What follows belongs to an exercise in optimizing a design on an open flow for small area, a short achievable clock period and few clock cycles; a production flow would make more cautious choices.
Where RTL was checked, it was by simulation tests only, not by an equivalence proof against the original.

Setup of run 1:
## lcdc
module lcdc (
    input  wire        clk,
    input  wire        rst,       
    input  wire        req,
    input  wire        we,
    input  wire [17:0] addr,
    input  wire [31:0] wdata,
    input  wire [3:0]  wstrb,
    output reg         rsp,
    output reg         rsp_err,
    output reg  [31:0] rdata
);
    localparam BUF_BYTES = 32;
    localparam NB        = 8 * BUF_BYTES;    
    localparam PAT_MAX   = 32;
    localparam OP_CONFIGURE     = 4'h1;
    localparam OP_DECODE_BYTES  = 4'h2;
    localparam OP_DECODE_BITS   = 4'h3;
    localparam OP_BYTES_TO_BITS = 4'h4;
    localparam OP_BITS_TO_BYTES = 4'h5;
    localparam OP_INT_TO_BITS   = 4'h6;
    localparam OP_BITS_TO_INT   = 4'h7;
    localparam E_CONFIG   = 3'h1;
    localparam E_ENCODING = 3'h2;
    localparam E_ILLEGAL  = 3'h3;
    localparam E_RANGE    = 3'h4;
    localparam E_NOTCFG   = 3'h5;
    localparam E_LOCKED   = 3'h6;
    reg [31:0] cmd_q;
    reg        busy, done, pad, cfg_valid;
    reg [2:0]  err_code;                  
    reg [31:0] in_len_q, in_nbits_q, arg_q, result_q;
    reg [8:0]  out_nbits_q;               
    reg [31:0] one_pat_q, zero_pat_q;
    reg [5:0]  one_len_q, zero_len_q;
    reg [NB-1:0] in_vec;
    reg [NB-1:0] out_vec;
    reg [8:0]  ecur;      
    reg [8:0]  rem;       
    reg [8:0]  k;         
    reg [2:0]  widx;      
    reg        sub;       
    reg        ph;        
    reg [3:0]  s_part_q;  
    reg        s_fit_q;   
    reg [7:0]  ob;        
    reg [15:0] wr;        
    wire [3:0] op    = cmd_q[3:0];
    wire       inv   = cmd_q[4];
    wire       rev   = cmd_q[5];
    wire [5:0] width = cmd_q[13:8];
    wire err = err_code != 3'h0;
  ...
Size in the first run: ~5900 cells after synthesis, about 910 flip-flops, ~92 I/O pins, ~56000 µm² of cells after synthesis.
clock: 10.0 ns
lec_check: 0
cap_margin: 20
core_margin: 2
core_utilization: 40
cts_buf_list: sky130_fd_sc_hd__clkbuf_4 sky130_fd_sc_hd__clkbuf_8
slew_margin: 20
setup_slack_margin: 6
standard.sh (not shown) runs the stock make flow with config.mk's settings and CLKGATE_MAP_FILE= SYNTH_SCRIPT=/design/flow/synth_recipe.tcl, a recipe that flattens the netlist after the stock synthesis.
==> flow/flow/run.sh <==
#!/bin/bash
# The standard layout, with the timing repair aiming 6 ns below the clock
# period (config.mk's SETUP_SLACK_MARGIN stops at 5).  Synthesis, placement,
# CTS and routing are the standard ones.
set -euo pipefail
echo "export SETUP_SLACK_MARGIN = 6" >> config.mk
bash standard.sh > standard.log 2>&1
Testbench counts of run 1, summed over its fixed seeds: cycles 8,410.
Relative to run 1, the following input files were edited for run 2:
Settings: a change of SETUP_SLACK_MARGIN from 6 to 5.
==> flow/run.sh (new file) <==
#!/bin/bash
# synth_recipe.tcl (not shown) runs the flow's synth.tcl, then flattens the netlist and writes it again
# the make line also repeats each setting of config.mk as NAME=value (left out here)
make -C /OpenROAD-flow-scripts/flow DESIGN_CONFIG=/design/flow/config.mk WORK_HOME=/design/flow/orfs CLKGATE_MAP_FILE= SYNTH_SCRIPT=/design/flow/synth_recipe.tcl finish
removed: flow/flow/run.sh
removed: flow/standard.sh
Notes after the runs:
Number of antenna violations at the first check in global routing: higher on run 1
Run 2 leaves less setup margin than run 1.
Re global-route track usage on met1: run 2 is 3.6 points down on run 1.
Looking at cell depth of the worst setup path, run 2 sits 4 lower than run 1 does.
On non-clock buffer count, the lower figure sits with run 2, not run 1.
Compared with run 1, in run 2 clock period minus worst slack grew by 690 ps, total detailed-routing wirelength now smaller.

========
== run H ==
lcdc, a different RTL version from the one above (not shown whole).
Size in the first run: about 6000 cells after synthesis, roughly 57000 sq um of cells after synthesis.
==> flow/config.mk <==
export PLATFORM = sky130hd
export DESIGN_NAME = lcdc
export DESIGN_NICKNAME = lcdc
export VERILOG_FILES = /design/flow/design.v
export SDC_FILE = /design/flow/constraint.sdc
export NUM_CORES = 4
export LEC_CHECK = 0
export CAP_MARGIN = 20
export CORE_MARGIN = 2
export CORE_UTILIZATION = 40
export CTS_BUF_LIST = sky130_fd_sc_hd__clkbuf_4 sky130_fd_sc_hd__clkbuf_8
export SETUP_SLACK_MARGIN = 5
export SLEW_MARGIN = 20
==> flow/constraint.sdc <==
create_clock -name core_clock -period 10.0 [get_ports {clk}]
set_input_delay 2.0000 -clock core_clock [delete_from_list [all_inputs] [get_ports {clk}]]
set_output_delay 2.0000 -clock core_clock [all_outputs]
set_load 0.01 [all_outputs]
run.sh (not shown) runs the stock make flow with config.mk's settings and CLKGATE_MAP_FILE= SYNTH_SCRIPT=/design/flow/synth_recipe.tcl, a recipe that flattens the netlist after the stock synthesis.
Stock flow here: none of the scripts above is used.
Modified inputs, run B compared to run H
==> flow/flow/run.sh (new file) <==
#!/bin/bash
# The standard layout, with the timing repair aiming 6 ns below the clock
# period (config.mk's SETUP_SLACK_MARGIN stops at 5).  Synthesis, placement,
# CTS and routing are the standard ones.
set -euo pipefail
echo "export SETUP_SLACK_MARGIN = 6" >> config.mk
bash standard.sh > standard.log 2>&1
==> flow/standard.sh (new file) <==
#!/bin/bash
# synth_recipe.tcl (not shown) runs the flow's synth.tcl, then flattens the netlist and writes it again
# the make line also repeats each setting of config.mk as NAME=value (left out here)
make -C /OpenROAD-flow-scripts/flow DESIGN_CONFIG=/design/flow/config.mk WORK_HOME=/design/flow/orfs CLKGATE_MAP_FILE= SYNTH_SCRIPT=/design/flow/synth_recipe.tcl "${@:-finish}"
diff --git a/flow/config.mk b/flow/config.mk
--- a/flow/config.mk
+++ b/flow/config.mk
@@ -11,3 +11,3 @@
 export CTS_BUF_LIST = sky130_fd_sc_hd__clkbuf_4 sky130_fd_sc_hd__clkbuf_8
-export SETUP_SLACK_MARGIN = 5
 export SLEW_MARGIN = 20
+export SETUP_SLACK_MARGIN = 6
removed: flow/run.sh
Notes after the runs:
- Of run B and run H, it is run B that has the higher area of the multi-input gates.
- Between run H and run B, setup slack increased.
- [compare] base=run H new=run B: design area now sits higher, met3 usage rose 1.1 points, largest net degree at the start of global routing shows an increase of 14%.
No functional check of the RTL was part of any run of this note.

## separate check: timing with driven ports
The flow's constraints put no driver on any port. The routed layouts listed below were extracted and timed again, unchanged, in two steps. Step 1 assumes that a clkbuf_16 drives the clock port and a buf_2 every other input. Step 2 times the ports against the registers' clock, not the clock port: input delays grow and output delays shrink by t, the midpoint of the rising clock arrivals with the driver on. Slacks: ideal ports / drivers / drivers and shift; pairs: ideal ports / drivers.
| run | shift t [ns] | slack for setup (ns) | worst hold slack (ns) | worst slew at a driven data input, ns | cell pins on the clock port's net |
|---|---|---|---|---|---|
| run 1 | 1.017 | 5.562 / 5.562 / 4.651 | 0.456 / 0.456 / 0.456 | 0.42 | 1 |
| run 2 | 0.987 | 4.874 / 4.874 / 3.916 | 0.453 / 0.453 / 0.453 | 0.18 | 1 |
| run H | 1.016 | 4.756 / 4.794 / 3.778 | 0.453 / 0.453 / 0.453 | 0.05 | 1 |
| run B | 1.038 | 5.556 / 5.556 / 4.746 | 0.451 / 0.451 / 0.451 | 0.32 | 1 |
After both steps every run listed still meets setup and hold. For run H, which loses most, drivers alone change the setup slack by +0.038 ns; drivers and shift together by -0.978 ns.
